Context: an optimization exercise on an open-source flow, tuned for a short achievable clock period and few clock cycles. The choices shown serve that exercise and are no tape-out recipe.
Function was checked by simulation only, so behaviour that the tests miss may differ from the original.
Power is estimated from default activity; no workload was simulated.

<file path="flow/design.v">
module emu16_core (
    input  wire        clk,
    input  wire        rst,
    input  wire [15:0] boot_offset,
    input  wire [15:0] boot_start,
    input  wire [16:0] boot_len,
    output wire [15:0] boot_addr,
    input  wire [7:0]  boot_data,
    output reg         mem_req,
    output reg         mem_we,
    output reg  [15:0] mem_addr,
    output reg  [7:0]  mem_wdata,
    input  wire        mem_gnt,
    input  wire        mem_rvalid,
    input  wire [7:0]  mem_rdata,
    output wire        bus_out_valid,
    output wire [1:0]  bus_out_chan,
    output wire [15:0] bus_out_data,
    input  wire        bus_out_ready,
    input  wire [2:0]  bus_in_valid,
    input  wire [15:0] bus_in_data0,
    input  wire [15:0] bus_in_data1,
    input  wire [15:0] bus_in_data2,
    output wire [2:0]  bus_in_ready,
    input  wire        irq,
    output wire        halted,
    output wire        boot_failed,
    output reg         fault_valid,
    output reg         fault_kind,       
    output reg         fault_has_op,
    output reg  [3:0]  fault_op,
    output reg  [15:0] fault_ip,
    output reg  [15:0] fault_base,
    output reg  [15:0] fault_offset,
    input  wire [3:0]  dbg_sel,
    output wire [15:0] dbg_data
);
    localparam QD = 8;                  
    localparam NB = 256;                
    localparam TD = 4;                  
    localparam [1:0] M_BOOT = 2'd0, M_RUN = 2'd1, M_FIX = 2'd2, M_HALT = 2'd3;
    localparam [3:0] OP_LOAD = 4'h0, OP_STORE = 4'h1, OP_SET = 4'h2,
                     OP_WBUS = 4'h3, OP_SBUS = 4'h4, OP_RBUS = 4'h5,
                     OP_LJUMP = 4'h6, OP_EJUMP = 4'h7;
    reg [1:0]  mode;
    reg [15:0] x [0:15];
    reg        irq_pend;
    reg        boot_fail_r;
    reg [16:0] boot_idx;
    reg [17:0] boot_ea;
    reg        bd_r;                    
    reg        bl_r;                    
    reg        bo_r;                    
    reg [7:0]    qd [0:QD-1];
    reg [QD-1:0] qv;                    
    reg [QD-1:0] qpm;                   
    reg [QD-1:0] qpi;                   
    reg [15:0]   fp;                    
    reg [15:0]   fpr;                   
    reg        mr_v, mr_we, mr_dat;     
    reg        mr_kill;                 
    reg [15:0] mr_addr;
    reg [7:0]  mr_wdata;
    reg [15:0] mr_rel;                  
    reg        ir_v;
    reg [15:0] ir_addr;
    reg [TD-1:0] tk;
    reg [TD-1:0] tdrop;
    reg [2:0]    tcnt;
    reg [1:0]  lsq;                     
    reg        lsg;                     
    reg        lrc;                     
    reg [7:0]  lhi;
    reg        ls_oob_r;                
    reg        ls_hit_r;                
    reg        bs_act;
    reg        bs_ok;
    reg        bo_v;
    reg [1:0]  bo_ch;
    reg [15:0] bo_data;
    reg [2:0]  bi_rdy;
    reg [1:0]  bi_ch;
    reg [3:0]  bi_k;
    reg [1:0]  fix_w;
    reg        fix_halt;
    reg [NB-1:0] dirty;
    reg [15:0]   off_r;
    reg [16:0]   len_r;
    wire [15:0] pc = x[15];
    wire [7:0] b0 = qd[0];
    wire [7:0] b1 = qd[1];
    wire [7:0] b2 = qd[2];
    wire [3:0] op = b0[7:4];
    wire [3:0] fa = b0[3:0];
    wire [3:0] fb = b1[7:4];
    wire [3:0] fc = b1[3:0];
    wire [15:0] ra = x[fa];
    wire [15:0] rb = x[fb];
    wire [15:0] rc = x[fc];
    wire is_bus1   = (op == OP_WBUS) || (op == OP_SBUS) || (op == OP_RBUS);
    wire fetch_oob = (pc[15:14] != 2'b00) || (pc[13:0] == 14'h3FFF);
    wire set_oob   = (pc[13:0] == 14'h3FFE);    
    wire ready = fetch_oob ||
                 (qv[0] && (is_bus1 ||
                            (qv[1] && (op != OP_SET || set_oob || qv[2]))));
    wire go     = (mode == M_RUN) && ready;
    wire normal = go && !fetch_oob;
    wire [7:0]  bus_chan8 = ra[15:8];
    wire [3:0]  bus_k     = ra[3:0];
    wire        chan_ok   = (bus_chan8[7:2] == 6'd0) && (bus_chan8[1:0] != 2'b11);
    wire [15:0] rk        = x[bus_k];
    reg [15:0] alu;
    always @* begin
        case (op[2:0])
            3'd0:    alu = rb + rc;
            3'd1:    alu = rb - rc;
            3'd2:    alu = (rc[15:4] != 12'd0) ? 16'd0 : (rb << rc[3:0]);
            3'd3:    alu = (rc[15:4] != 12'd0) ? 16'd0 : (rb >> rc[3:0]);
            3'd4:    alu = rb & rc;
            3'd5:    alu = rb | rc;
            3'd6:    alu = ~rb;
            default: alu = rb ^ rc;
        endcase
    end
    wire byte_op  = (fc != 4'd0);
    wire ldst_oob = (rb[15:14] != 2'b00) || (!byte_op && rb[13:0] == 14'h3FFF);
    wire [1:0] ls_need = byte_op ? 2'd1 : 2'd2;
    wire [15:0] st_d = rb - pc - 16'd1;
    wire [15:0] wbus_val = bus_in_valid[0] ? 16'h0000 :
                           bus_in_valid[1] ? 16'h0001 :
                           bus_in_valid[2] ? 16'h0002 : 16'h0100;
    reg [15:0] bus_in_word;
    always @* begin
        case (bi_ch)
            2'd0:    bus_in_word = bus_in_data0;
            2'd1:    bus_in_word = bus_in_data1;
            default: bus_in_word = bus_in_data2;
        endcase
    end
    wire run_port   = (mode != M_BOOT);
    wire mr_on      = mr_v && !mr_kill;
    wire resp       = mem_rvalid && (tcnt != 3'd0);
    wire resp_data  = resp && tk[0];
    wire resp_fetch = resp && !tk[0] && !tdrop[0];
    wire rd_acc     = run_port && mr_on && !mr_we && mem_gnt;
    wire st_acc     = run_port && mr_on && mr_we && mem_gnt;
    wire is_ls  = (op == OP_LOAD) || (op == OP_STORE);
    wire ls_act = normal && is_ls;
    wire ls_flt = ls_act && (lsq != 2'd0) && ls_oob_r;
    reg        done;
    reg        wb;
    reg [3:0]  wb_idx;
    reg [15:0] wb_data;
    reg        jump;
    reg [1:0]  wdt;
    reg        flt;
    reg        flt_kind;
    reg [15:0] flt_base;
    reg [15:0] flt_off;
    reg        st_hit;
    always @* begin
        done     = 1'b0;
        wb       = 1'b0;
        wb_idx   = fa;
        wb_data  = alu;
        jump     = 1'b0;
        wdt      = (op == OP_SET) ? 2'd3 : is_bus1 ? 2'd1 : 2'd2;
        flt      = 1'b0;
        flt_kind = 1'b0;
        flt_base = rb;
        flt_off  = 16'd0;
        st_hit   = 1'b0;
        if (go) begin
            if (fetch_oob) begin
                done     = 1'b1;
                wdt      = 2'd2;
                flt      = 1'b1;
                flt_base = pc;
            end else begin
                case (op)
                    OP_LOAD: if (ls_flt) begin
                        done = 1'b1;
                        flt  = 1'b1;
                    end else if (resp_data && (byte_op || lrc)) begin
                        done    = 1'b1;
                        wb      = 1'b1;
                        wb_data = byte_op ? {ra[15:8], mem_rdata} : {lhi, mem_rdata};
                    end
                    OP_STORE: if (ls_flt) begin
                        done = 1'b1;
                        flt  = 1'b1;
                    end else if (st_acc && (byte_op || lsg)) begin
                        done   = 1'b1;
                        st_hit = ls_hit_r;
                    end
                    OP_SET: begin
                        done = 1'b1;
                        if (set_oob) begin
                            flt      = 1'b1;
                            flt_base = pc;
                            flt_off  = 16'd1;
                        end else begin
                            wb      = 1'b1;
                            wb_data = {b1, b2};
                        end
                    end
                    OP_WBUS: begin
                        done    = 1'b1;
                        wb      = 1'b1;
                        wb_idx  = bus_k;
                        wb_data = wbus_val;
                    end
                    OP_SBUS, OP_RBUS: if (bs_act) begin
                        if (!bs_ok) begin
                            done     = 1'b1;
                            flt      = 1'b1;
                            flt_kind = 1'b1;
                            flt_base = {8'd0, bus_chan8};
                        end else if (op == OP_SBUS) begin
                            done = bus_out_ready;
                        end else if ((bus_in_valid & bi_rdy) != 3'b000) begin
                            done    = 1'b1;
                            wb      = 1'b1;
                            wb_idx  = bi_k;
                            wb_data = bus_in_word;
                        end
                    end
                    OP_LJUMP: begin
                        done = 1'b1;
                        jump = (ra < rb);
                    end
                    OP_EJUMP: begin
                        done = 1'b1;
                        jump = (ra == rb);
                    end
                    default: begin
                        done = 1'b1;
                        wb   = 1'b1;
                    end
                endcase
            end
        end
    end
    wire wr15     = wb && (wb_idx == 4'd15);
    wire flush_j  = done && jump;
    wire flush_o  = done && (wr15 || fetch_oob || (flt && op == OP_SET) || st_hit);
    wire flush    = flush_j || flush_o;
    wire halt_now = irq_pend || irq;
    wire [1:0] w_cons = done ? wdt : 2'd0;
    wire [15:0] pc_seq = pc + {14'd0, wdt};
    wire boot_fin = (mode == M_BOOT) && (bd_r || (bl_r && !bo_r && mem_gnt));
    wire hold = (mode == M_RUN) && mr_on && !mem_gnt && !flush && !(done && halt_now);
    wire tcnt_ok = (tcnt - {2'd0, resp} + {2'd0, rd_acc}) != TD;
    wire want_data = ls_act && (lsq != ls_need) && !(lsq != 2'd0 && ls_oob_r) &&
                     (op == OP_STORE || tcnt_ok);
    function img_ok;
        input [15:0] r;
        begin
            img_ok = (r[15:12] == 4'd0) && ({1'b0, r} < len_r) && !dirty[r[11:4]];
        end
    endfunction
    wire [QD-1:0] am  = qv | qpm | qpi;
    wire [QD-1:0] ams = am >> w_cons;
    wire [QD-1:0] ff1 = ~ams & {ams[QD-2:0], 1'b1};      
    wire [QD-1:0] ff2 = {ff1[QD-2:0], 1'b0};             
    wire en_nf   = boot_fin || ((mode == M_RUN) && !(done && halt_now));
    wire [15:0] fp1 = fp + 16'd1;
    wire [15:0] fp2 = fp + 16'd2;
    wire img_nf  = en_nf && img_ok(fpr) && !st_acc && !ams[QD-1];
    wire mem_nf  = en_nf && !hold && !want_data && tcnt_ok &&
                   (img_nf ? (!ams[QD-2] && fp1[15:14] == 2'b00)
                           : (!ams[QD-1] && fp[15:14] == 2'b00));
    wire en_f    = (mode == M_RUN) && !halt_now;
    wire [15:0] rcr  = rc - off_r;
    wire [15:0] rc1  = rc + 16'd1;
    wire mem_j   = en_f && tcnt_ok && (rc[15:14] == 2'b00);
    wire [15:0] pcr  = pc_seq - off_r;
    wire [15:0] pc1  = pc_seq + 16'd1;
    wire mem_t   = en_f && !wr15 && tcnt_ok && (pc_seq[15:14] == 2'b00);
    wire img_alloc = !flush && img_nf;
    wire mem_alloc = flush_j ? mem_j : flush_o ? mem_t : mem_nf;
    reg [15:0] fp_nx, fpr_nx, mf_addr, ir_nx;
    always @* begin
        if (flush_j) begin
            ir_nx   = rcr;
            mf_addr = rc;
            fp_nx   = mem_j ? rc1 : rc;
            fpr_nx  = mem_j ? (rcr + 16'd1) : rcr;
        end else if (flush_o) begin
            ir_nx   = pcr;
            mf_addr = pc_seq;
            fp_nx   = mem_t ? pc1 : pc_seq;
            fpr_nx  = mem_t ? (pcr + 16'd1) : pcr;
        end else begin
            ir_nx   = fpr;
            mf_addr = img_nf ? fp1 : fp;
            case ({img_nf, mem_nf})
                2'b00:   begin fp_nx = fp;  fpr_nx = fpr; end
                2'b11:   begin fp_nx = fp2; fpr_nx = fpr + 16'd2; end
                default: begin fp_nx = fp1; fpr_nx = fpr + 16'd1; end
            endcase
        end
    end
    always @* begin
        if (mode == M_BOOT) begin
            mem_req   = !bd_r && !bo_r;
            mem_we    = 1'b1;
            mem_addr  = boot_ea[15:0];
            mem_wdata = boot_data;
        end else begin
            mem_req   = mr_on;
            mem_we    = mr_we;
            mem_addr  = mr_addr;
            mem_wdata = mr_wdata;
        end
    end
    assign boot_addr = (mode == M_BOOT) ? boot_idx[15:0] : ir_addr;
    assign bus_out_valid = bo_v;
    assign bus_out_chan  = bo_ch;
    assign bus_out_data  = bo_data;
    assign bus_in_ready  = bi_rdy;
    assign halted      = (mode == M_HALT);
    assign boot_failed = boot_fail_r;
    assign dbg_data    = x[dbg_sel];
    reg [7:0]    nd [0:QD-1];
    reg [QD-1:0] nv, npm, npi;
    reg          fm, fi;
    integer      i;
    always @* begin
        for (i = 0; i < QD; i = i + 1) begin
            if (i + w_cons < QD) begin
                nd[i]  = qd[i + w_cons];
                nv[i]  = qv[i + w_cons];
                npm[i] = qpm[i + w_cons];
                npi[i] = qpi[i + w_cons];
            end else begin
                nd[i]  = qd[i];
                nv[i]  = 1'b0;
                npm[i] = 1'b0;
                npi[i] = 1'b0;
            end
        end
        fm = 1'b0;
        fi = 1'b0;
        for (i = 0; i < QD; i = i + 1) begin
            if (resp_fetch && !fm && npm[i]) begin
                fm     = 1'b1;
                nv[i]  = 1'b1;
                npm[i] = 1'b0;
                nd[i]  = mem_rdata;
            end
            if (ir_v && !fi && npi[i]) begin
                fi     = 1'b1;
                nv[i]  = 1'b1;
                npi[i] = 1'b0;
                nd[i]  = boot_data;
            end
        end
        if (flush || mode != M_RUN) begin
            nv  = {QD{1'b0}};
            npm = {QD{1'b0}};
            npi = {QD{1'b0}};
            npi[0] = img_alloc;
            npm[0] = mem_alloc && !img_alloc;
            npm[1] = mem_alloc && img_alloc;
        end else begin
            npi = npi | (img_alloc ? ff1 : {QD{1'b0}});
            npm = npm | (mem_alloc ? (img_alloc ? ff2 : ff1) : {QD{1'b0}});
        end
    end
    always @(posedge clk) begin
        off_r <= boot_offset;
        len_r <= boot_len;
    end
    wire [16:0] bidx1 = boot_idx + 17'd1;
    wire [17:0] bea1  = boot_ea + 18'd1;
    integer j;
    always @(posedge clk) begin
        if (rst) begin
            mode        <= M_BOOT;
            for (j = 0; j < 16; j = j + 1)
                x[j] <= 16'd0;
            irq_pend    <= 1'b0;
            boot_fail_r <= 1'b0;
            boot_idx    <= 17'd0;
            boot_ea     <= {2'b0, boot_offset};
            bd_r        <= (boot_len == 17'd0);
            bl_r        <= (boot_len == 17'd1);
            bo_r        <= (boot_offset[15:14] != 2'b00);
            qv          <= {QD{1'b0}};
            qpm         <= {QD{1'b0}};
            qpi         <= {QD{1'b0}};
            fp          <= boot_start;
            fpr         <= boot_start - boot_offset;
            mr_v        <= 1'b0;
            mr_we       <= 1'b0;
            mr_dat      <= 1'b0;
            mr_kill     <= 1'b0;
            mr_addr     <= 16'd0;
            mr_wdata    <= 8'd0;
            mr_rel      <= 16'd0;
            ir_v        <= 1'b0;
            ir_addr     <= 16'd0;
            tk          <= {TD{1'b0}};
            tdrop       <= {TD{1'b0}};
            tcnt        <= 3'd0;
            lsq         <= 2'd0;
            lsg         <= 1'b0;
            lrc         <= 1'b0;
            lhi         <= 8'd0;
            ls_oob_r    <= 1'b0;
            ls_hit_r    <= 1'b0;
            bs_act      <= 1'b0;
            bs_ok       <= 1'b0;
            bo_v        <= 1'b0;
            bo_ch       <= 2'd0;
            bo_data     <= 16'd0;
            bi_rdy      <= 3'd0;
            bi_ch       <= 2'd0;
            bi_k        <= 4'd0;
            fix_w       <= 2'd0;
            fix_halt    <= 1'b0;
            dirty       <= {NB{1'b0}};
            fault_valid <= 1'b0;
            fault_kind  <= 1'b0;
            fault_has_op <= 1'b0;
            fault_op    <= 4'd0;
            fault_ip    <= 16'd0;
            fault_base  <= 16'd0;
            fault_offset <= 16'd0;
        end else begin
            if (irq)
                irq_pend <= 1'b1;
            fault_valid <= 1'b0;
            begin : tags
                reg [TD-1:0] k2, d2;
                reg [2:0] c2;
                k2 = tk; d2 = tdrop; c2 = tcnt;
                if (resp) begin
                    k2 = k2 >> 1;
                    d2 = d2 >> 1;
                    c2 = c2 - 3'd1;
                end
                if (flush)
                    d2 = d2 | ~k2;
                if (rd_acc) begin
                    k2[c2] = mr_dat;
                    d2[c2] = flush && !mr_dat;
                    c2 = c2 + 3'd1;
                end
                tk <= k2; tdrop <= d2; tcnt <= c2;
            end
            qv  <= nv;
            qpm <= npm;
            qpi <= npi;
            for (j = 0; j < QD; j = j + 1)
                qd[j] <= nd[j];
            ir_v    <= img_alloc;
            ir_addr <= ir_nx;
            if (!hold) begin
                if (want_data) begin
                    mr_v     <= 1'b1;
                    mr_we    <= (op == OP_STORE);
                    mr_dat   <= 1'b1;
                    mr_kill  <= (lsq == 2'd0) && ldst_oob;
                    mr_addr  <= (lsq == 2'd0) ? rb : (rb + 16'd1);
                    mr_rel   <= ((lsq == 2'd0) ? rb : (rb + 16'd1)) - off_r;
                    mr_wdata <= (!byte_op && lsq == 2'd0) ? ra[15:8] : ra[7:0];
                end else begin
                    mr_v     <= mem_alloc;
                    mr_we    <= 1'b0;
                    mr_dat   <= 1'b0;
                    mr_kill  <= 1'b0;
                    mr_addr  <= mf_addr;
                end
            end
            if (st_acc && mr_rel[15:12] == 4'd0)
                dirty[mr_rel[11:4]] <= 1'b1;
            if (mode == M_RUN || boot_fin) begin
                fp  <= fp_nx;
                fpr <= fpr_nx;
            end
            case (mode)
                M_BOOT: begin
                    if (boot_fin) begin
                        x[15] <= boot_start;
                        mode  <= M_RUN;
                    end else if (bo_r) begin
                        boot_fail_r <= 1'b1;
                        mode        <= M_HALT;
                    end
                    if (mem_gnt && !bd_r && !bo_r) begin
                        boot_idx <= bidx1;
                        boot_ea  <= bea1;
                        bd_r     <= (bidx1 == boot_len);
                        bl_r     <= (bidx1 + 17'd1 == boot_len);
                        bo_r     <= (bea1[17:14] != 4'd0);
                    end
                end
                M_FIX: begin
                    x[15] <= pc + {14'd0, fix_w};
                    fp    <= pc + {14'd0, fix_w};
                    fpr   <= pc + {14'd0, fix_w} - off_r;
                    mode  <= fix_halt ? M_HALT : M_RUN;
                end
                M_RUN: begin
                    if (done) begin
                        lsq <= 2'd0;
                        lsg <= 1'b0;
                        lrc <= 1'b0;
                    end else begin
                        if (want_data && !hold) begin
                            lsq <= lsq + 2'd1;
                            if (lsq == 2'd0) begin
                                ls_oob_r <= ldst_oob;
                                ls_hit_r <= (st_d < QD + 3);
                            end
                        end
                        if (st_acc || (rd_acc && mr_dat))
                            lsg <= 1'b1;
                        if (resp_data) begin
                            lrc <= 1'b1;
                            lhi <= mem_rdata;
                        end
                    end
                    if (normal && (op == OP_SBUS || op == OP_RBUS) && !bs_act) begin
                        bs_act  <= 1'b1;
                        bs_ok   <= chan_ok;
                        bo_v    <= chan_ok && (op == OP_SBUS);
                        bo_ch   <= bus_chan8[1:0];
                        bo_data <= rk;
                        bi_rdy  <= (chan_ok && op == OP_RBUS) ? (3'b001 << bus_chan8[1:0]) : 3'b000;
                        bi_ch   <= bus_chan8[1:0];
                        bi_k    <= bus_k;
                    end
                    if (done) begin
                        bs_act <= 1'b0;
                        bo_v   <= 1'b0;
                        bi_rdy <= 3'd0;
                    end
                    if (done) begin
                        if (wb)
                            x[wb_idx] <= wb_data;
                        if (flt) begin
                            fault_valid  <= 1'b1;
                            fault_kind   <= flt_kind;
                            fault_has_op <= !fetch_oob;
                            fault_op     <= fetch_oob ? 4'd0 : op;
                            fault_ip     <= pc;
                            fault_base   <= flt_base;
                            fault_offset <= flt_off;
                        end
                        if (wr15) begin
                            fix_w    <= wdt;
                            fix_halt <= halt_now;
                            mode     <= M_FIX;
                        end else begin
                            x[15] <= jump ? rc : pc_seq;
                            if (halt_now)
                                mode <= M_HALT;
                        end
                    end
                end
                default: ;
            endcase
        end
    end
endmodule
</file>
<file path="flow/run.sh">
#!/bin/bash
# synth_recipe.tcl (not shown) runs the flow's synth.tcl, then flattens the netlist and writes it again
# the make line also repeats each setting of config.mk as NAME=value (left out here)
make -C /OpenROAD-flow-scripts/flow DESIGN_CONFIG=/design/flow/config.mk WORK_HOME=/design/flow/orfs CLKGATE_MAP_FILE= SYNTH_SCRIPT=/design/flow/synth_recipe.tcl finish
</file>
<file path="flow/config.mk">
export PLATFORM = sky130hd
export DESIGN_NAME = emu16_core
export DESIGN_NICKNAME = emu16_core
export VERILOG_FILES = /design/flow/design.v
export SDC_FILE = /design/flow/constraint.sdc
export NUM_CORES = 4
export LEC_CHECK = 0
export ABC_CLOCK_PERIOD_IN_PS = 4500
export CAP_MARGIN = 20
export CORE_MARGIN = 2
export CORE_UTILIZATION = 35
export PLACE_DENSITY = 0.55
export SETUP_SLACK_MARGIN = 3
export SLEW_MARGIN = 20
</file>
<file path="flow/constraint.sdc">
create_clock -name core_clock -period 8.0 [get_ports {clk}]
set_input_delay 1.6000 -clock core_clock [delete_from_list [all_inputs] [get_ports {clk}]]
set_output_delay 1.6000 -clock core_clock [all_outputs]
set_load 0.01 [all_outputs]
</file>
==> parameters.txt, run 1 <==
Parameter                              Value

Worst setup path
  Critical-path cell list ... buf_6 -> nand4_1 -> nor4_4 -> o21ai_2 -> a21boi_4 -> buf_12 -> fa_2 -> or3_4 -> xnor2_4 -> inv_2 -> ha_4 -> or4_4 -> o22ai_4 -> xor2_2 -> nor4_4 -> nand3_4 -> nor4_4 -> xnor2_1 -> a221oi_2 -> o41a_1 -> a21oi_1
  Family of cells with the greatest summed delay on the critical path ... simple AND/OR/NAND/NOR gates
  Most common cell on crit path ... sky130_fd_sc_hd__nor4_4
  Category of the worst setup path capture point ... flip-flop
  Buf/Inv on CP ... 3
  Critical path peak fanout ... 8
  Delay of the slowest cell on the worst path ... roughly 0.5 ns
  Worst EP required ... roughly 8.5 ns
  Critical-path top delay cell ... sky130_fd_sc_hd__or4_4
  Startpoint type of the worst setup path ... flip-flop
  Arrival time worst endpoint ... slightly above 6 ns
  Critical setup path kind ... reg2reg

Finish
  Layout cell share with drive strength beyond 1 ... 0.275
  Post-Layout Cell Count ... between 9000 and 10000
  Count of filler cells inserted in the layout ... 16800
  Synth-to-layout area growth ... 30.4%
  Net total in the final layout ... 7822
  Post-Route Utilization ... 0.460

Logic synthesis
  Synthesized area per cell ... 9.09 um^2
  Multiplexer share of the synthesized area ... 0.179
  Top cells by count, synth ... sky130_fd_sc_hd__nor2_1 (941), sky130_fd_sc_hd__a21oi_1 (656), sky130_fd_sc_hd__nand2_1 (638)
  Cell area after synthesis ... roughly 63000 um^2
  Adder-cell share of the synthesized area ... 0.0447
  Fraction of the yosys area taken by sequential cells ... 0.335
  Most used flip-flop cell after synthesis ... sky130_fd_sc_hd__dfxtp_1
  Unique cell type count in the Yosys netlist ... 110
  Top cells by area, synth ... sky130_fd_sc_hd__edfxtp_1 (18%), sky130_fd_sc_hd__dfxtp_1 (16%), sky130_fd_sc_hd__mux4_2 (13%), sky130_fd_sc_hd__nor2_1 (5.6%), sky130_fd_sc_hd__a21oi_1 (5.2%)
  Warnings, synthesis ... 3
  XOR/XNOR Fraction of Synth Area ... 0.0431
  Fraction of synthesized cell area taken by the top area cell type ... 0.176
  Post-synthesis share of cell area spent on and, or, nand and nor gates ... 0.167
  Main combinational cell family by area after synthesis ... compound AO/OA/AOI/OAI gates
  Synthesized flop and latch total ... 872
  Compound-Gate Fraction of Synth Area ... 0.183
  Most numerous cell in the Yosys netlist ... sky130_fd_sc_hd__nor2_1
  Library cell occupying the most area in the post-synthesis netlist ... sky130_fd_sc_hd__edfxtp_1
  Cell count after synthesis ... roughly 7000
  Share of flip-flops with an asynchronous set or reset after synthesis ... 0
  Post-synth EDFFs ... roughly 370

Clock network
  Inserted Clock Buffers ... around 110
  # H-tree levels ... 3
  CTS tree ... done
  Maximum count of clock buffers along a single path ... 3
  Worst-skew pair later-pin latency ... ~0.80 ns
  Cell at the root of the clock tree ... sky130_fd_sc_hd__clkbuf_16
  Clock-pin slew on the worst setup and hold paths ... ~0.060 ns
  TritonCTS sink count ... 872

Timing
  Min Tclk post-route ... 5.61 ns
  RSZ-0062 raised after global routing ... true
  Final hold violation count ... 0
  Peak Freq ... between 150 and 200 MHz
  Setup-failing EPs final ... 0
  Worst setup skew after layout ... between 0.04 and 0.05 ns
  Slew Limit Headroom ... 0.173
  Portion of the clock cycle consumed by the worst path in the final layout ... 0.701
  Setup TNS ... 0 ns
  Tightest Pin Transition ... approximately 1.2 ns
  Slew Viols, Final ... 0
  Worst hold slack ... 0.457 ns

Floorplanning
  Height of the die ... about 430 um
  Total Die Area ... roughly 180000 um^2
  Effective utilization at floorplan ... 0.353
  IO Pins ... between 200 and 300
  Horiz. Die Dim ... approximately 430 um
  Standard cell core area ... around 180000 um^2
  # rows ... 155

Drt
  Total vias in the final route ... 64200
  Vias per cell ... about 6.5
  Final wirelength ... around 320 mm
  Count of antenna-violating nets left after detailed routing ... 0
  Average wire per cell in the routed design ... between 30 and 40 um
  Number of DRC markers in iteration 0 ... about 9600
  Count of TritonRoute iterations in the first routing pass ... 9
  Post-route DRC ... 0

Pwr
  Worst vdd rail ir drop ... between 0.15 and 0.2 mV
  Total power divided by cell area ... ~370 nW/um^2
  Post-layout power ... around 0.031 W
  Leakage power ... 29.8 nW

Placed design
  Total of buffers placed on input and output ports ... 247
  Placed wire-length estimate after detailed placement ... 213 mm
  Cell total after placement ... 9220
  Routability congestion estimate from global placement ... 1.02

Outcome
  Result of the run ... finished clean

GRT
  Maximum number of pins on one net before global-route repair ... about 120
  Initial antenna violation count ... 19
  Total routing usage reported by global routing ... 0.322
  First-pass GRT wire length ... between 400 and 500 mm
  Gr ovfl total ... 0
  Via count of the first global-routing pass ... approximately 60000

Job
  MaxCap Viol Count ... 0

Worst hold path
  Hold crit path type ... reg2reg
-- worst paths after layout --
check / depth (start not counted) / end / slack, ns / startpoint
max: 21 / fpr[12] / 2.39 / x[15][0]
min: 2 / dirty[202] / 0.46 / dirty[202]
max reg2reg: 21 / fpr[12] / 2.39 / x[15][0]
min reg2reg: 2 / dirty[202] / 0.46 / dirty[202]
-- final cells by class --
type | instances | area, um^2 | area share
diodes | 10 | 25.0 | 0.000304
clock buffers | 150 | 3160 | 0.0384
clock inverters | 48 | 633 | 0.00768
inverters | 200 | 853 | 0.0104
multi-input cells | 5320 | 43300 | 0.526
flip-flops and latches | 872 | 21200 | 0.257
well taps | 2355 | 2950 | 0.0358
repair buffers | 974 | 10200 | 0.124
repair inverters | 2 | 17.5 | 0.000213
-- metal layers --
metal / share of wire / wire length (um) / vias up / global-route usage
met5: 0.00033 / 103 / - / 0.00104
met4: 0.068 / 21600 / 14 / 0.176
met3: 0.12 / 38700 / 1055 / 0.0784
met2: 0.42 / 133000 / 4629 / 0.470
met1: 0.39 / 123000 / 31500 / 0.437
li1: - / - / 27000 / -
-- sequential cells by signal, summed over array words and instances (netlist names), 12 cells and up, named ones only --
register / cells
qd: 64
len_r: 17
fault_base: 16
boot_idx: 17
off_r: 16
fault_ip: 16
mr_rel: 12
dirty: 256
boot_ea: 18
ir_addr: 16
bo_data: 16
fpr: 16
fp: 16
x: 256
mr_addr: 16
-- timing repair --
action	4_1_cts	5_1_grt
resized for setup	519	576
setup buffers	245	215
pin swaps	172	247
hold buffers	0	0
cloned	18	23
endpoints found under the setup margin	790	583
-- cells by family after synthesis --
kind of cell | Yosys count
AO/OA/AOI/OAI | 1783
XOR/XNOR | 311
adder cells (fa/ha/maj) | 221
buffers and inverters | 783
flip-flops | 872
multiplexers | 653
other | 1
AND/OR/NAND/NOR | 2332
-- layout by cell type, fill, tap and decap left out, drive strengths merged, types with 41 or more instances in the layout --
cell type and n:
mux2 103, nor2 941, mux4 374, nor2b 48, nor3 140, a22oi 67
nand3 156, xor2 95, o211ai 55, buf 711, edfxtp 371, mux2i 179
a222oi 48, ha 213, o21ai 266, a31oi 119, nand2 638, inv 185
a211oi 139, dfxtp 501, and3 42, nor4 50, a311oi 41, a221oi 52
nand4 41, xnor2 216, clkinv 41, clkbuf 170, and2 83, clkdlybuf4s50 221
a21oi 657
-- tightest hold or removal path, stage by stage, from the launching register on --
cell,delay (ns)
sky130_fd_sc_hd__dfxtp_1,0.32
sky130_fd_sc_hd__a21oi_1,0.04
sky130_fd_sc_hd__nor2_1,0.07
-- power by group --
| part | leakage (nW) | total [W] | switching [W] | internal (W) |
|---|---|---|---|---|
| Combinational | 20.1 | 0.0198 | 0.0118 | 0.00796 |
| Clock | 1.86 | 0.00522 | 0.00218 | 0.00304 |
| Sequential | 7.81 | 0.00584 | 0.000684 | 0.00515 |
-- per-stage QoR --
| step | cell area, um^2 | worst slack, ns |
|---|---|---|
| finish | 82400 | 2.39 |
| global route | 82400 | 2.40 |
| CTS | 77600 | 2.53 |
| detailed placement | 68900 | 0.979 |
| global placement | 68800 | 1.16 |
| floorplan | 64300 | 2.77 |
Testbench counts, summed over its fixed seeds: cycles 147,997.
==> inputs of run 2 (changes only) <==
--- a/flow/design.v
+++ b/flow/design.v
@@ -40,3 +40,3 @@
     localparam TD = 4;                  
-    localparam [1:0] M_BOOT = 2'd0, M_RUN = 2'd1, M_FIX = 2'd2, M_HALT = 2'd3;
+    localparam [2:0] M_BOOT = 3'd0, M_RUN = 3'd1, M_FIX = 3'd2, M_HALT = 3'd3, M_HWAIT = 3'd4;
     localparam [3:0] OP_LOAD = 4'h0, OP_STORE = 4'h1, OP_SET = 4'h2,
@@ -44,3 +44,3 @@
                      OP_LJUMP = 4'h6, OP_EJUMP = 4'h7;
-    reg [1:0]  mode;
+    reg [2:0]  mode;
     reg [15:0] x [0:15];
@@ -58,3 +58,2 @@
     reg [15:0]   fp;                    
-    reg [15:0]   fpr;                   
     reg        mr_v, mr_we, mr_dat;     
@@ -63,3 +62,2 @@
     reg [7:0]  mr_wdata;
-    reg [15:0] mr_rel;                  
     reg        ir_v;
@@ -70,3 +68,2 @@
     reg [1:0]  lsq;                     
-    reg        lsg;                     
     reg        lrc;                     
@@ -74,3 +71,13 @@
     reg        ls_oob_r;                
-    reg        ls_hit_r;                
+    reg        pu_busy;
+    reg        pu_st;                   
+    reg        pu_sec;                  
+    reg        pu_bad;                  
+    reg        pu_hit;                  
+    reg        pu_kind;
+    reg [15:0] pu_a1;
+    reg [7:0]  pu_d1;
+    reg [15:0] pu_base;
+    reg [15:0] pu_ip;
+    reg [3:0]  pu_op;
     reg        bs_act;
@@ -86,5 +93,24 @@
     reg [NB-1:0] dirty;
-    reg [15:0]   off_r;
-    reg [16:0]   len_r;
+    reg [15:0]   off_r;                 
+    reg [17:0]   lim_r;                 
     wire [15:0] pc = x[15];
+    function [16:0] add16;
+        input [15:0] a;
+        input [15:0] b;
+        input        ci;
+        reg   [15:0] g, p, c;
+        integer      k, d;
+        begin
+            p = a ^ b;
+            g = a & b;
+            g[0] = g[0] | (p[0] & ci);
+            c = p;
+            for (d = 1; d < 16; d = d * 2)
+                for (k = 15; k >= d; k = k - 1) begin
+                    g[k] = g[k] | (c[k] & g[k - d]);
+                    c[k] = c[k] & c[k - d];
+                end
+            add16 = {g[15], p ^ {g[14:0], ci}};
+        end
+    endfunction
     wire [7:0] b0 = qd[0];
@@ -105,3 +131,4 @@
                             (qv[1] && (op != OP_SET || set_oob || qv[2]))));
-    wire go     = (mode == M_RUN) && ready;
+    wire blk    = pu_busy && (pu_bad || pu_hit);
+    wire go     = (mode == M_RUN) && ready && !blk;
     wire normal = go && !fetch_oob;
@@ -111,2 +138,3 @@
     wire [15:0] rk        = x[bus_k];
+    wire [16:0] addsub = add16(rb, op[0] ? ~rc : rc, op[0]);
     reg [15:0] alu;
@@ -114,4 +142,4 @@
         case (op[2:0])
-            3'd0:    alu = rb + rc;
-            3'd1:    alu = rb - rc;
+            3'd0:    alu = addsub[15:0];
+            3'd1:    alu = addsub[15:0];
             3'd2:    alu = (rc[15:4] != 12'd0) ? 16'd0 : (rb << rc[3:0]);
@@ -127,3 +155,5 @@
     wire [1:0] ls_need = byte_op ? 2'd1 : 2'd2;
-    wire [15:0] st_d = rb - pc - 16'd1;
+    wire [16:0] st_d  = add16(rb, ~pc, 1'b0);              
+    wire [16:0] rb1   = add16(rb, 16'd0, 1'b1);
+    wire [16:0] ltsub = add16(ra, ~rb, 1'b1);              
     wire [15:0] wbus_val = bus_in_valid[0] ? 16'h0000 :
@@ -159,3 +189,2 @@
     reg [15:0] flt_off;
-    reg        st_hit;
     always @* begin
@@ -171,3 +200,2 @@
         flt_off  = 16'd0;
-        st_hit   = 1'b0;
         if (go) begin
@@ -188,8 +216,4 @@
                     end
-                    OP_STORE: if (ls_flt) begin
-                        done = 1'b1;
-                        flt  = 1'b1;
-                    end else if (st_acc && (byte_op || lsg)) begin
-                        done   = 1'b1;
-                        st_hit = ls_hit_r;
+                    OP_STORE: begin
+                        done = st_post;
                     end
@@ -212,3 +236,6 @@
                     end
-                    OP_SBUS, OP_RBUS: if (bs_act) begin
+                    OP_SBUS: begin
+                        done = !pu_busy;
+                    end
+                    OP_RBUS: if (bs_act) begin
                         if (!bs_ok) begin
@@ -218,4 +245,2 @@
                             flt_base = {8'd0, bus_chan8};
-                        end else if (op == OP_SBUS) begin
-                            done = bus_out_ready;
                         end else if ((bus_in_valid & bi_rdy) != 3'b000) begin
@@ -229,3 +254,3 @@
                         done = 1'b1;
-                        jump = (ra < rb);
+                        jump = !ltsub[16];
                     end
@@ -245,3 +270,4 @@
     wire flush_j  = done && jump;
-    wire flush_o  = done && (wr15 || fetch_oob || (flt && op == OP_SET) || st_hit);
+    wire flush_u  = pu_busy && pu_st && !pu_bad && pu_hit && pu_sec && st_acc;
+    wire flush_o  = (done && (wr15 || fetch_oob || (flt && op == OP_SET))) || flush_u;
     wire flush    = flush_j || flush_o;
@@ -249,12 +275,22 @@
     wire [1:0] w_cons = done ? wdt : 2'd0;
-    wire [15:0] pc_seq = pc + {14'd0, wdt};
+    wire [16:0] pc_seq_s  = add16(pc, {14'd0, wdt}, 1'b0);
+    wire [16:0] pc_seq1_s = add16(pc, {14'd0, wdt}, 1'b1);
+    wire [16:0] pc_1_s    = add16(pc, 16'd0, 1'b1);
+    wire [15:0] pc_seq = pc_seq_s[15:0];
     wire boot_fin = (mode == M_BOOT) && (bd_r || (bl_r && !bo_r && mem_gnt));
-    wire hold = (mode == M_RUN) && mr_on && !mem_gnt && !flush && !(done && halt_now);
+    wire hold_d = mr_on && !mem_gnt && mr_dat;       
+    wire hold = hold_d ||
+                (mr_on && !mem_gnt && (mode == M_RUN) && !flush && !(done && halt_now));
     wire tcnt_ok = (tcnt - {2'd0, resp} + {2'd0, rd_acc}) != TD;
-    wire want_data = ls_act && (lsq != ls_need) && !(lsq != 2'd0 && ls_oob_r) &&
-                     (op == OP_STORE || tcnt_ok);
+    wire ld_want = ls_act && (op == OP_LOAD) && !pu_busy && (lsq != ls_need) &&
+                   !(lsq != 2'd0 && ls_oob_r) && tcnt_ok;
+    wire st_want = normal && (op == OP_STORE) && !pu_busy;
+    wire hold_s  = mr_on && !mem_gnt && (mr_dat || (mode == M_RUN));
+    wire st_post = st_want && !hold_s;
+    wire u_want  = pu_busy && pu_st && !pu_sec && st_acc;      
+    wire want_data = ld_want || st_want || u_want;
     function img_ok;
-        input [15:0] r;
+        input [15:0] a;
         begin
-            img_ok = (r[15:12] == 4'd0) && ({1'b0, r} < len_r) && !dirty[r[11:4]];
+            img_ok = (a >= off_r) && ({2'b0, a} < lim_r) && !dirty[a[11:4]];
         end
@@ -266,5 +302,7 @@
     wire en_nf   = boot_fin || ((mode == M_RUN) && !(done && halt_now));
-    wire [15:0] fp1 = fp + 16'd1;
-    wire [15:0] fp2 = fp + 16'd2;
-    wire img_nf  = en_nf && img_ok(fpr) && !st_acc && !ams[QD-1];
+    wire [16:0] fp1_s = add16(fp, 16'd0, 1'b1);
+    wire [16:0] fp2_s = add16(fp, 16'd1, 1'b1);
+    wire [15:0] fp1 = fp1_s[15:0];
+    wire [15:0] fp2 = fp2_s[15:0];
+    wire img_nf  = en_nf && img_ok(fp) && !(pu_busy && pu_st) && !ams[QD-1];
     wire mem_nf  = en_nf && !hold && !want_data && tcnt_ok &&
@@ -273,29 +311,26 @@
     wire en_f    = (mode == M_RUN) && !halt_now;
-    wire [15:0] rcr  = rc - off_r;
-    wire [15:0] rc1  = rc + 16'd1;
-    wire mem_j   = en_f && tcnt_ok && (rc[15:14] == 2'b00);
-    wire [15:0] pcr  = pc_seq - off_r;
-    wire [15:0] pc1  = pc_seq + 16'd1;
-    wire mem_t   = en_f && !wr15 && tcnt_ok && (pc_seq[15:14] == 2'b00);
+    wire [16:0] rc1_s = add16(rc, 16'd0, 1'b1);
+    wire [15:0] rc1  = rc1_s[15:0];
+    wire mem_j   = en_f && !hold_d && !u_want && tcnt_ok && (rc[15:14] == 2'b00);
+    wire [15:0] pc_t = done ? pc_seq : pc;
+    wire [15:0] pc1  = done ? pc_seq1_s[15:0] : pc_1_s[15:0];
+    wire mem_t   = en_f && !wr15 && !hold_d && !u_want && tcnt_ok && (pc_t[15:14] == 2'b00);
     wire img_alloc = !flush && img_nf;
     wire mem_alloc = flush_j ? mem_j : flush_o ? mem_t : mem_nf;
-    reg [15:0] fp_nx, fpr_nx, mf_addr, ir_nx;
+    wire [16:0] ir_s  = add16(fp, ~off_r, 1'b1);
+    wire [15:0] ir_nx = ir_s[15:0];
+    reg [15:0] fp_nx, mf_addr;
     always @* begin
         if (flush_j) begin
-            ir_nx   = rcr;
             mf_addr = rc;
             fp_nx   = mem_j ? rc1 : rc;
-            fpr_nx  = mem_j ? (rcr + 16'd1) : rcr;
         end else if (flush_o) begin
-            ir_nx   = pcr;
-            mf_addr = pc_seq;
-            fp_nx   = mem_t ? pc1 : pc_seq;
-            fpr_nx  = mem_t ? (pcr + 16'd1) : pcr;
+            mf_addr = pc_t;
+            fp_nx   = mem_t ? pc1 : pc_t;
         end else begin
-            ir_nx   = fpr;
             mf_addr = img_nf ? fp1 : fp;
             case ({img_nf, mem_nf})
-                2'b00:   begin fp_nx = fp;  fpr_nx = fpr; end
-                2'b11:   begin fp_nx = fp2; fpr_nx = fpr + 16'd2; end
-                default: begin fp_nx = fp1; fpr_nx = fpr + 16'd1; end
+                2'b00:   fp_nx = fp;
+                2'b11:   fp_nx = fp2;
+                default: fp_nx = fp1;
             endcase
@@ -372,3 +407,3 @@
         off_r <= boot_offset;
-        len_r <= boot_len;
+        lim_r <= {2'b0, boot_offset} + ((boot_len > 17'd4096) ? 18'd4096 : {1'b0, boot_len});
     end
@@ -393,3 +428,2 @@
             fp          <= boot_start;
-            fpr         <= boot_start - boot_offset;
             mr_v        <= 1'b0;
@@ -400,3 +434,2 @@
             mr_wdata    <= 8'd0;
-            mr_rel      <= 16'd0;
             ir_v        <= 1'b0;
@@ -407,3 +440,2 @@
             lsq         <= 2'd0;
-            lsg         <= 1'b0;
             lrc         <= 1'b0;
@@ -411,3 +443,13 @@
             ls_oob_r    <= 1'b0;
-            ls_hit_r    <= 1'b0;
+            pu_busy     <= 1'b0;
+            pu_st       <= 1'b0;
+            pu_sec      <= 1'b0;
+            pu_bad      <= 1'b0;
+            pu_hit      <= 1'b0;
+            pu_kind     <= 1'b0;
+            pu_a1       <= 16'd0;
+            pu_d1       <= 8'd0;
+            pu_base     <= 16'd0;
+            pu_ip       <= 16'd0;
+            pu_op       <= 4'd0;
             bs_act      <= 1'b0;
@@ -460,3 +502,10 @@
             if (!hold) begin
-                if (want_data) begin
+                if (u_want) begin
+                    mr_v     <= 1'b1;
+                    mr_we    <= 1'b1;
+                    mr_dat   <= 1'b1;
+                    mr_kill  <= 1'b0;
+                    mr_addr  <= pu_a1;
+                    mr_wdata <= pu_d1;
+                end else if (want_data) begin
                     mr_v     <= 1'b1;
@@ -465,4 +514,3 @@
                     mr_kill  <= (lsq == 2'd0) && ldst_oob;
-                    mr_addr  <= (lsq == 2'd0) ? rb : (rb + 16'd1);
-                    mr_rel   <= ((lsq == 2'd0) ? rb : (rb + 16'd1)) - off_r;
+                    mr_addr  <= (lsq == 2'd0) ? rb : rb1[15:0];
                     mr_wdata <= (!byte_op && lsq == 2'd0) ? ra[15:8] : ra[7:0];
@@ -476,7 +524,44 @@
             end
-            if (st_acc && mr_rel[15:12] == 4'd0)
-                dirty[mr_rel[11:4]] <= 1'b1;
+            if (st_acc && (mr_addr >= off_r) && ({2'b0, mr_addr} < lim_r))
+                dirty[mr_addr[11:4]] <= 1'b1;
+            if (pu_busy) begin
+                if (pu_bad) begin
+                    fault_valid  <= 1'b1;
+                    fault_kind   <= pu_kind;
+                    fault_has_op <= 1'b1;
+                    fault_op     <= pu_op;
+                    fault_ip     <= pu_ip;
+                    fault_base   <= pu_base;
+                    fault_offset <= 16'd0;
+                    pu_busy      <= 1'b0;
+                    bo_v         <= 1'b0;
+                end else if (pu_st) begin
+                    if (st_acc) begin
+                        pu_sec <= 1'b1;
+                        if (pu_sec)
+                            pu_busy <= 1'b0;
+                    end
+                end else if (bus_out_ready) begin
+                    bo_v    <= 1'b0;
+                    pu_busy <= 1'b0;
+                end
+            end
+            if (done && (op == OP_STORE || op == OP_SBUS) && !fetch_oob) begin
+                pu_busy <= 1'b1;
+                pu_st   <= (op == OP_STORE);
+                pu_sec  <= byte_op || (op == OP_SBUS);
+                pu_bad  <= (op == OP_STORE) ? ldst_oob : !chan_ok;
+                pu_hit  <= (op == OP_STORE) && (st_d[15:4] == 12'd0) && (st_d[3:0] < QD + 3);
+                pu_kind <= (op == OP_SBUS);
+                pu_a1   <= rb1[15:0];
+                pu_d1   <= ra[7:0];
+                pu_base <= (op == OP_STORE) ? rb : {8'd0, bus_chan8};
+                pu_ip   <= pc;
+                pu_op   <= op;
+                bo_v    <= (op == OP_SBUS) && chan_ok;
+                bo_ch   <= bus_chan8[1:0];
+                bo_data <= rk;
+            end
             if (mode == M_RUN || boot_fin) begin
                 fp  <= fp_nx;
-                fpr <= fpr_nx;
             end
@@ -502,4 +587,3 @@
                     fp    <= pc + {14'd0, fix_w};
-                    fpr   <= pc + {14'd0, fix_w} - off_r;
-                    mode  <= fix_halt ? M_HALT : M_RUN;
+                    mode  <= fix_halt ? M_HWAIT : M_RUN;
                 end
@@ -508,14 +592,9 @@
                         lsq <= 2'd0;
-                        lsg <= 1'b0;
                         lrc <= 1'b0;
                     end else begin
-                        if (want_data && !hold) begin
+                        if (ld_want && !hold) begin
                             lsq <= lsq + 2'd1;
-                            if (lsq == 2'd0) begin
+                            if (lsq == 2'd0)
                                 ls_oob_r <= ldst_oob;
-                                ls_hit_r <= (st_d < QD + 3);
-                            end
                         end
-                        if (st_acc || (rd_acc && mr_dat))
-                            lsg <= 1'b1;
                         if (resp_data) begin
@@ -525,9 +604,6 @@
                     end
-                    if (normal && (op == OP_SBUS || op == OP_RBUS) && !bs_act) begin
+                    if (normal && (op == OP_RBUS) && !bs_act && !pu_busy) begin
                         bs_act  <= 1'b1;
                         bs_ok   <= chan_ok;
-                        bo_v    <= chan_ok && (op == OP_SBUS);
-                        bo_ch   <= bus_chan8[1:0];
-                        bo_data <= rk;
-                        bi_rdy  <= (chan_ok && op == OP_RBUS) ? (3'b001 << bus_chan8[1:0]) : 3'b000;
+                        bi_rdy  <= chan_ok ? (3'b001 << bus_chan8[1:0]) : 3'b000;
                         bi_ch   <= bus_chan8[1:0];
@@ -537,3 +613,2 @@
                         bs_act <= 1'b0;
-                        bo_v   <= 1'b0;
                         bi_rdy <= 3'd0;
@@ -559,3 +634,3 @@
                             if (halt_now)
-                                mode <= M_HALT;
+                                mode <= M_HWAIT;
                         end
@@ -563,2 +638,3 @@
                 end
+                M_HWAIT: if (!pu_busy) mode <= M_HALT;
                 default: ;
==> run 2 against run 1 <==
Effect of this change:
- via count decreased by 7.2%
- highest routed layer unchanged
- worst hold slack got worse by 0.0012 ns
- clock power up 4.0%
- still clean on timing, DRC and antenna
- combinational power decreased by 21%
- cell count fell by 6.4%
==> parameters.txt, run 2 <==
Parameter                              Value

Pwr
  Internal power ... ~0.014 W
  Worst vdd rail ir drop ... roughly 0.22 mV
  Leakage power ... between 20 and 30 nW
  Fraction of power consumed by combinational cells ... 0.576
  Reported net switching power ... between 0.01 and 0.015 W
  Net switching fraction of the power ... 0.466
  Part of the total power dissipated in sequential elements ... 0.223
  Total power divided by cell area ... between 300 and 400 nW/um^2
  Clock network fraction of total power ... 0.201

Logic synthesis
  Fraction of synthesized cell area taken by the top area cell type ... 0.182
  Warnings, synthesis ... 3
  Synthesized area per cell ... between 9 and 10 um^2
  Post-synthesis share of cell area spent on and, or, nand and nor gates ... 0.156
  Post-synth EDFFs ... roughly 360
  XOR/XNOR Fraction of Synth Area ... 0.0362
  Fraction of the yosys area taken by sequential cells ... 0.351
  Cell count after synthesis ... between 6000 and 7000
  Library cell occupying the most area in the post-synthesis netlist ... sky130_fd_sc_hd__dfxtp_1
  Cell area after synthesis ... between 60000 and 70000 um^2
  Synthesized flop and latch total ... between 900 and 1000
  Top cells by count, synth ... sky130_fd_sc_hd__nand2_1 (831), sky130_fd_sc_hd__nor2_1 (716), sky130_fd_sc_hd__dfxtp_1 (572)
  Share of flip-flops with an asynchronous set or reset after synthesis ... 0
  Compound-Gate Fraction of Synth Area ... 0.178
  Top cells by area, synth ... sky130_fd_sc_hd__dfxtp_1 (18%), sky130_fd_sc_hd__edfxtp_1 (17%), sky130_fd_sc_hd__mux4_2 (16%), sky130_fd_sc_hd__nand2_1 (4.9%), sky130_fd_sc_hd__nor2_1 (4.3%)
  Unique cell type count in the Yosys netlist ... 101
  Adder-cell share of the synthesized area ... 0.0405
  Main combinational cell family by area after synthesis ... multiplexers
  Most used flip-flop cell after synthesis ... sky130_fd_sc_hd__dfxtp_1
  Most numerous cell in the Yosys netlist ... sky130_fd_sc_hd__nand2_1
  Multiplexer share of the synthesized area ... 0.192

Drt
  Count of TritonRoute iterations in the first routing pass ... 7
  Average wire per cell in the routed design ... between 30 and 40 um
  Post-route DRC ... 0
  Count of antenna-violating nets left after detailed routing ... 0
  Final wirelength ... approximately 280 mm
  Total vias in the final route ... a little under 60000
  Number of DRC markers in iteration 0 ... between 8000 and 9000
  Vias per cell ... ~6.4

Floorplanning
  Effective utilization at floorplan ... 0.353
  Total Die Area ... about 180000 um^2
  Horiz. Die Dim ... roughly 430 um
  # rows ... ~160
  Standard cell core area ... approximately 180000 um^2
  IO Pins ... between 200 and 300
  Height of the die ... 429 um

Timing
  Tightest Pin Transition ... 1.15 ns
  Peak Freq ... between 150 and 200 MHz
  Setup TNS ... 0 ns
  Worst setup skew after layout ... 0.0863 ns
  Slew Viols, Final ... 0
  Min Tclk post-route ... ~5 ns
  RSZ-0062 raised after global routing ... true
  Slew Limit Headroom ... 0.232
  Final hold violation count ... 0
  Setup-failing EPs final ... 0
  Portion of the clock cycle consumed by the worst path in the final layout ... 0.627

Placed design
  Instance area at placement ... between 60000 and 70000 um^2
  Total of buffers placed on input and output ports ... between 200 and 300
  Placed wire-length estimate after detailed placement ... 192 mm
  Routability congestion estimate from global placement ... 1.01

Clock network
  Maximum count of clock buffers along a single path ... 3
  Clock-pin slew on the worst setup and hold paths ... 0.06 ns
  Hold-fix buffer count after cts ... 0
  # H-tree levels ... 3
  Inserted Clock Buffers ... between 100 and 150
  CTS tree ... done
  TritonCTS sink count ... around 930
  Cell at the root of the clock tree ... sky130_fd_sc_hd__clkbuf_16
  Worst-skew pair later-pin latency ... about 0.82 ns

Worst setup path
  Startpoint type of the worst setup path ... flip-flop
  Critical path peak fanout ... 18
  Worst EP required ... about 8.5 ns
  Critical path launch point ... x[15][0]
  Critical-path cell list ... buf_4 -> ha_4 -> nand3_1 -> nor4_4 -> buf_4 -> o21a_1 -> buf_8 -> nor2_4 -> ha_1 -> a21o_1 -> nand2_2 -> nor2_1 -> a21boi_2 -> xnor2_2 -> and4_4 -> mux2i_4 -> nand2_1 -> xnor2_1 -> a221oi_1 -> a222oi_1
  Most common cell on crit path ... sky130_fd_sc_hd__buf_4
  Worst reg2reg startpoint ... x[15][0]
  Critical-path top delay cell ... sky130_fd_sc_hd__edfxtp_1
  Buf/Inv on CP ... 3
  Family of cells with the greatest summed delay on the critical path ... simple AND/OR/NAND/NOR gates
  Critical setup path kind ... reg2reg
  Delay of the slowest cell on the worst path ... about 0.42 ns
  Arrival time worst endpoint ... approximately 5.5 ns
  Category of the worst setup path capture point ... flip-flop

GRT
  Total routing usage reported by global routing ... 0.296
  Via count of the first global-routing pass ... 56500
  First-pass GRT wire length ... ~400 mm
  Initial antenna violation count ... 9
  Maximum number of pins on one net before global-route repair ... between 150 and 200
  Gr ovfl total ... 0

Finish
  Leading cell types in the layout, fill and taps excluded ... sky130_fd_sc_hd__nand2_1 (815), sky130_fd_sc_hd__nor2_1 (702), sky130_fd_sc_hd__dfxtp_1 (562)
  Largest registers ... dirty: 256 flops, x: 256 flops, qd: 64 flops
  Final cell area excluding filler cells ... between 70000 and 80000 um^2
  Commonest non-fill, non-tap cell in the layout ... sky130_fd_sc_hd__nand2_1
  Net total in the final layout ... approximately 7200
  Layout cell share with drive strength beyond 1 ... 0.194
  Synth-to-layout area growth ... 19.9%

Outcome
  Result of the run ... finished clean

Worst hold path
  Beginning of the worst hold path ... pu_ip[10]
  Hold crit path type ... reg2reg

Job
  MaxCap Viol Count ... 0
-- run 2: changes by cell type in the layout (fill, tap and decap cells not counted), moves of 37 or more --
cell | before | now
sky130_fd_sc_hd__a211oi_1 | 116 | 67
sky130_fd_sc_hd__a21oi_1 | 589 | 383
sky130_fd_sc_hd__a21oi_2 | 50 | 13
sky130_fd_sc_hd__a31oi_1 | 112 | 56
sky130_fd_sc_hd__buf_12 | 90 | 43
sky130_fd_sc_hd__buf_4 | 479 | 337
sky130_fd_sc_hd__buf_6 | 106 | 21
sky130_fd_sc_hd__dfxtp_1 | 490 | 562
sky130_fd_sc_hd__mux4_2 | 371 | 437
sky130_fd_sc_hd__nand2_1 | 596 | 815
sky130_fd_sc_hd__nor2_1 | 811 | 702
sky130_fd_sc_hd__nor2_4 | 85 | 5
sky130_fd_sc_hd__o2bb2ai_1 | 1 | 255
-- run 2: power groups by stage --
stage	Clock (W)	Sequential, W	Combinational, W
after floorplan	0	0.00575	0.00905
after global placement	0	0.00626	0.0134
after detailed placement	0	0.00627	0.0135
after CTS	0.00552	0.00603	0.0143
after global routing	0.00569	0.00605	0.0163
final	0.00543	0.00603	0.0156
-- run 2: worst paths after layout --
path	depth (start not counted)	to	slack, ns
max	20	fp[9]	2.99
min	2	pu_ip[10]	0.46
max reg2reg	20	fp[9]	2.99
min reg2reg	2	pu_ip[10]	0.46
-- run 2: area by class of cell --
type / instances / area (um^2)
Clock inverter: 52 / 728
Inverter: 172 / 713
Antenna cell: 2 / 5.00
Timing Repair Buffer: 678 / 6640
Fill cell: 17300 / 103000
Clock buffer: 155 / 3170
Tap cell: 2355 / 2950
Sequential cell: 927 / 22100
Multi-Input combinational cell: 4954 / 39300
-- run 2: per-stage QoR --
step / total power [W] / utilization / setup WS (ns) / hold WS, ns / cells
global route: 0.0281 / 0.423 / 2.91 / 0.473 / 9293
finish: 0.0270 / 0.423 / 2.99 / 0.456 / 9295
floorplan: 0.0148 / - / 2.58 / 0.425 / 6624
global placement: 0.0197 / 0.384 / 1.41 / 0.440 / 8874
CTS: 0.0259 / 0.415 / 2.90 / 0.451 / 9193
detailed placement: 0.0198 / 0.384 / 1.33 / 0.441 / 8874
-- run 2: worst min-delay path, cell delays in order (launching register included) --
cell	delay, ns
sky130_fd_sc_hd__dfxtp_1	0.31
sky130_fd_sc_hd__nand2_1	0.05
sky130_fd_sc_hd__a21oi_1	0.05
-- run 2: what timing repair did --
item | in CTS | in global routing
setup buffers | 107 | 93
setup endpoints to repair | 522 | 349
pin swaps | 30 | 53
gates resized for setup | 166 | 131
cloned | 5 | 7
-- run 2: routing by layer --
| metal | vias up | part of all wire | track usage | wire (um) |
|---|---|---|---|---|
| met1 | 29300 | 0.38 | 0.391 | 109000 |
| li1 | 25400 | - | - | - |
| met5 | - | 0.00012 | 0 | 35 |
| met3 | 837 | 0.12 | 0.0677 | 32900 |
| met2 | 4052 | 0.43 | 0.445 | 123000 |
| met4 | 6 | 0.065 | 0.171 | 18400 |
-- run 2: kinds of logic (layout without fill, tap and decap cells) --
kind of cell | after synthesis | in the layout
other | 1 | 6
AND/OR/NAND/NOR | 2217 | 2218
multiplexers | 657 | 658
buffers and inverters | 745 | 1057
flip-flops | 927 | 927
AO/OA/AOI/OAI | 1613 | 1613
adder cells (fa/ha/maj) | 200 | 200
XOR/XNOR | 261 | 261
Testbench counts of run 2, summed over its fixed seeds: cycles 145,575.
==> inputs of run 3 (changes only) <==
--- a/flow/design.v
+++ b/flow/design.v
@@ -96,2 +96,3 @@
     wire [15:0] pc = x[15];
+    reg [15:0] xr [0:15];
     function [16:0] add16;
@@ -358,3 +359,3 @@
     assign boot_failed = boot_fail_r;
-    assign dbg_data    = x[dbg_sel];
+    assign dbg_data    = xr[dbg_sel];
     reg [7:0]    nd [0:QD-1];
@@ -413,2 +414,6 @@
     always @(posedge clk) begin
+        for (j = 0; j < 16; j = j + 1)
+            xr[j] <= rst ? 16'd0 : x[j];
+    end
+    always @(posedge clk) begin
         if (rst) begin
--- a/flow/config.mk
+++ b/flow/config.mk
@@ -7,3 +7,3 @@
 export LEC_CHECK = 0
-export ABC_CLOCK_PERIOD_IN_PS = 4500
+export ABC_CLOCK_PERIOD_IN_PS = 3800
 export CAP_MARGIN = 20
@@ -12,3 +12,3 @@
 export PLACE_DENSITY = 0.55
-export SETUP_SLACK_MARGIN = 3
+export SETUP_SLACK_MARGIN = 3.6
 export SLEW_MARGIN = 20
==> run 3 against run 2 <==
Effect of this change:
- global-route usage grew 1.9 points
- clock power increased by about 20%
- final area increased by 20%
- die area is 8.7% higher
- clock-buffer cell count rose by 53
- first-iteration DRC count increased by 3.7%
- non-clock buffer count up 388
- synthesized cell count is 8.0% higher
- maximum frequency grew 0.57%
- power increased by 9.3%
- combinational power hardly changed
- via count up 11%
- highest routed layer unchanged
==> parameters.txt, run 3 <==
Parameter                              Value

Placed design
  Setup slack at placement ... approximately 1.2 ns
  Routability congestion estimate from global placement ... just under 1
  Placed wire-length estimate after detailed placement ... 207 mm
  Total of buffers placed on input and output ports ... between 200 and 300
  Instance area at placement ... ~75000 um^2

Logic synthesis
  Top cells by area, synth ... sky130_fd_sc_hd__dfxtp_1 (24%), sky130_fd_sc_hd__edfxtp_1 (16%), sky130_fd_sc_hd__mux4_2 (12%), sky130_fd_sc_hd__nand2_1 (4.5%), sky130_fd_sc_hd__nor2_1 (4.2%)
  Cell area after synthesis ... 68700 um^2
  Fraction of the yosys area taken by sequential cells ... 0.397
  Main combinational cell family by area after synthesis ... compound AO/OA/AOI/OAI gates
  Warnings, synthesis ... 4
  Share of flip-flops with an asynchronous set or reset after synthesis ... 0
  Compound-Gate Fraction of Synth Area ... 0.174
  Multiplexer share of the synthesized area ... 0.152
  XOR/XNOR Fraction of Synth Area ... 0.0336
  Unique cell type count in the Yosys netlist ... 100
  Cell count after synthesis ... 7151
  Adder-cell share of the synthesized area ... 0.0372
  Library cell occupying the most area in the post-synthesis netlist ... sky130_fd_sc_hd__dfxtp_1
  Fraction of synthesized cell area taken by the top area cell type ... 0.241
  Most numerous cell in the Yosys netlist ... sky130_fd_sc_hd__dfxtp_1
  Synthesized area per cell ... between 9 and 10 um^2
  Top cells by count, synth ... sky130_fd_sc_hd__dfxtp_1 (828), sky130_fd_sc_hd__nand2_1 (819), sky130_fd_sc_hd__nor2_1 (761)
  Post-synth EDFFs ... ~360
  Synthesized flop and latch total ... approximately 1200
  Most used flip-flop cell after synthesis ... sky130_fd_sc_hd__dfxtp_1
  Post-synthesis share of cell area spent on and, or, nand and nor gates ... 0.165

Finish
  Net total in the final layout ... around 8000
  Synth-to-layout area growth ... 32.2%
  Largest registers ... dirty: 256 flops, x: 256 flops, xr: 256 flops
  Commonest non-fill, non-tap cell in the layout ... sky130_fd_sc_hd__dfxtp_1
  Layout cell share with drive strength beyond 1 ... 0.275
  Final cell area excluding filler cells ... between 90000 and 100000 um^2
  Count of filler cells inserted in the layout ... 18000
  Leading cell types in the layout, fill and taps excluded ... sky130_fd_sc_hd__dfxtp_1 (814), sky130_fd_sc_hd__nand2_1 (765), sky130_fd_sc_hd__nor2_1 (649)

Timing
  Slew Limit Headroom ... 0.231
  Worst hold slack ... between 0.4 and 0.5 ns
  Peak Freq ... 201 MHz
  RSZ-0062 raised after global routing ... true
  Worst setup skew after layout ... about 0.042 ns
  Tightest Pin Transition ... 1.15 ns
  Setup TNS ... 0 ns
  Min Tclk post-route ... roughly 5 ns
  Worst-case setup margin in the final layout ... ~3.0 ns
  Slew Viols, Final ... 0
  Setup-failing EPs final ... 0
  Portion of the clock cycle consumed by the worst path in the final layout ... 0.623
  Final hold violation count ... 0

Outcome
  Result of the run ... finished clean

Floorplanning
  Standard cell core area ... slightly below 200000 um^2
  Horiz. Die Dim ... about 450 um
  IO Pins ... between 200 and 300
  Effective utilization at floorplan ... 0.352
  Height of the die ... 447 um
  # rows ... roughly 160
  Total Die Area ... ~200000 um^2

GRT
  Gr ovfl total ... 0
  Initial antenna violation count ... 9
  Via count of the first global-routing pass ... a little over 60000
  Met1 track demand over resource ... 0.393
  Met3 track demand over resource in global routing ... 0.0827
  Total routing usage reported by global routing ... 0.315
  Layer with the highest usage ... met2
  GRT met2 Usage ... 0.479
  Maximum number of pins on one net before global-route repair ... 259
  First-pass GRT wire length ... 456 mm

Pwr
  Leakage power ... 33.0 nW
  Worst vdd rail ir drop ... just over 0.2 mV
  Net switching fraction of the power ... 0.427
  Total power divided by cell area ... 326 nW/um^2
  Clock network fraction of total power ... 0.220
  Part of the total power dissipated in sequential elements ... 0.246
  Reported net switching power ... roughly 0.013 W
  Internal power ... between 0.015 and 0.02 W
  Fraction of power consumed by combinational cells ... 0.534

Worst setup path
  Worst EP required ... about 8.6 ns
  Critical path peak fanout ... 7
  Category of the worst setup path capture point ... flip-flop
  Buf/Inv on CP ... 6
  Delay of the slowest cell on the worst path ... approximately 0.54 ns
  Critical-path top delay cell ... sky130_fd_sc_hd__mux4_2
  Critical-path cell list ... buf_6 -> buf_16 -> buf_8 -> mux4_2 -> mux4_2 -> xor2_1 -> ha_1 -> nor2b_1 -> o21ai_1 -> nand2b_1 -> a211oi_4 -> o311ai_4 -> a41oi_2 -> xor2_1 -> nor2_2 -> buf_6 -> nor3_4 -> o22a_4 -> buf_6 -> clkbuf_16 -> nor2_1
  Startpoint type of the worst setup path ... flip-flop
  Family of cells with the greatest summed delay on the critical path ... compound AO/OA/AOI/OAI gates
  Most common cell on crit path ... sky130_fd_sc_hd__buf_6
  Arrival time worst endpoint ... 5.53 ns
  Critical setup path kind ... reg2reg

Clock network
  # H-tree levels ... 4
  TritonCTS sink count ... around 1200
  Inserted Clock Buffers ... 140
  Cell at the root of the clock tree ... sky130_fd_sc_hd__clkbuf_16
  CTS tree ... done
  Worst-skew pair later-pin latency ... about 0.84 ns
  Maximum count of clock buffers along a single path ... 3
  Clock-pin slew on the worst setup and hold paths ... around 0.060 ns

Drt
  Post-route DRC ... 0
  Count of antenna-violating nets left after detailed routing ... 0
  Vias per cell ... between 6 and 7
  Number of DRC markers in iteration 0 ... slightly above 9000
  Total vias in the final route ... 66000
  Final wirelength ... 329 mm
  Average wire per cell in the routed design ... ~31 um
  Count of TritonRoute iterations in the first routing pass ... 8

Job
  MaxCap Viol Count ... 0

Worst hold path
  Hold crit path type ... reg2reg
## run 3: cell count changes after synthesis, sizes merged, moves of 30 or more
cell	delta
mux2i	+50
buf	-39
nand3	-34
dfxtp	+256
mux4	-82
clkbuf	+51
mux2	-30
and3	-31
a22oi	+77
nor2b	+242
nor2	+45
## run 3: metrics by stage
stage	utilization	std cells	power, W
5_1_grt	0.465	10500	0.0303
3_5_place_dp	0.384	9642	0.0188
2_1_floorplan	-	7154	0.0147
6_report	0.465	10500	0.0295
4_1_cts	0.447	10400	0.0278
3_3_place_gp	0.384	9642	0.0187
## run 3: cell families (layout without fill, tap and decap cells)
| logic type | Yosys count | after routing |
|---|---|---|
| AOI/OAI and AO/OA | 1699 | 1702 |
| xor gates and xnor gates | 263 | 263 |
| adders and majority gates | 200 | 200 |
| buffers and inverters | 739 | 1484 |
| DFF | 1183 | 1183 |
| muxes | 595 | 598 |
| other | 1 | 15 |
| and+or+nand+nor | 2471 | 2474 |
## run 3: worst paths after layout
check                                 start           to  slack, ns  cells after the start
worst max-delay path              flip-flop     x[3][14]       3.02                     21
worst min-delay path            bo_data[13]  bo_data[13]       0.45                      2
worst max register to register    flip-flop     x[3][14]       3.02                     21
worst min register to register  bo_data[13]  bo_data[13]       0.45                      2
## run 3: repair_timing
item / CTS / global route
gates resized for setup: 824 / 507
hold endpoints to repair: 0 / 0
hold buffers: 0 / 0
buffers inserted: 412 / 173
setup endpoints to repair: 904 / 721
pin swaps: 285 / 291
cloned: 38 / 6
## run 3: power by group through the flow
stage               sequential (W)  combinational, W  clock [W]
floorplan                  0.00701           0.00769          0
global placement           0.00756            0.0112          0
detailed placement         0.00756            0.0112          0
CTS                        0.00727            0.0140    0.00655
global route               0.00728            0.0162    0.00678
finish                     0.00727            0.0158    0.00651
## run 3: routing by layer
metal | up-vias | routed length (um)
li1 | 27900 | -
met1 | 32500 | 121000
met2 | 4435 | 144000
met3 | 1230 | 36700
met4 | 6 | 27000
met5 | - | 40
## run 3: cell type report
type | instances | area [um^2] | area share
timing repair buffer | 1066 | 11600 | 0.127
multi-input combinational | 5241 | 43200 | 0.476
antenna | 11 | 27.5 | 0.000303
sequential | 1183 | 27300 | 0.301
clock buffer | 208 | 4050 | 0.0447
timing repair inverter | 6 | 80.1 | 0.000883
inverter | 154 | 729 | 0.00804
tap | 2624 | 3280 | 0.0362
clock inverter | 50 | 537 | 0.00592
## run 3: tightest hold or removal path, stage by stage (launching register included)
cell and delay, ns:
sky130_fd_sc_hd__dfxtp_1 0.31, sky130_fd_sc_hd__nand2_1 0.05, sky130_fd_sc_hd__a21oi_1 0.05
Testbench counts of run 3, summed over its fixed seeds: cycles 145,575.

==> afterwards: timing with drivers on the ports <==
The results above use ideal ports. As a check the final layouts listed here were re-extracted and re-timed, cells and wires unchanged.
Step 1 sets driving cells, clkbuf_16 on the clock port and buf_2 on the other inputs (assumed; they add their load-dependent delay and slew).
Step 2 adds t to the input delays and takes it off the output delays; t is the mean of the earliest and latest rising clock arrival at the registers after step 1. Input paths then give back, and output paths get back, about the clock's delay inside the block.
Three values: ideal ports, drivers, drivers and shift; two values: the first two.
run | t (ns) | slack for setup (ns) | latest minus earliest clock arrival (ns) | worst slew at a driven data input, ns
run 1 | 0.874 | 2.394 / 2.394 / 1.584 | 0.049 / 0.048 | 0.24
run 2 | 0.857 | 2.988 / 2.886 / 2.231 | 0.087 / 0.087 | 0.14
run 3 | 0.910 | 3.016 / 3.016 / 2.370 | 0.042 / 0.042 | 0.20
After both steps setup and hold are still met in every run listed. The setup slack of run 1, which loses most, moves by 0.000 ns with the drivers and by -0.810 ns with both steps.
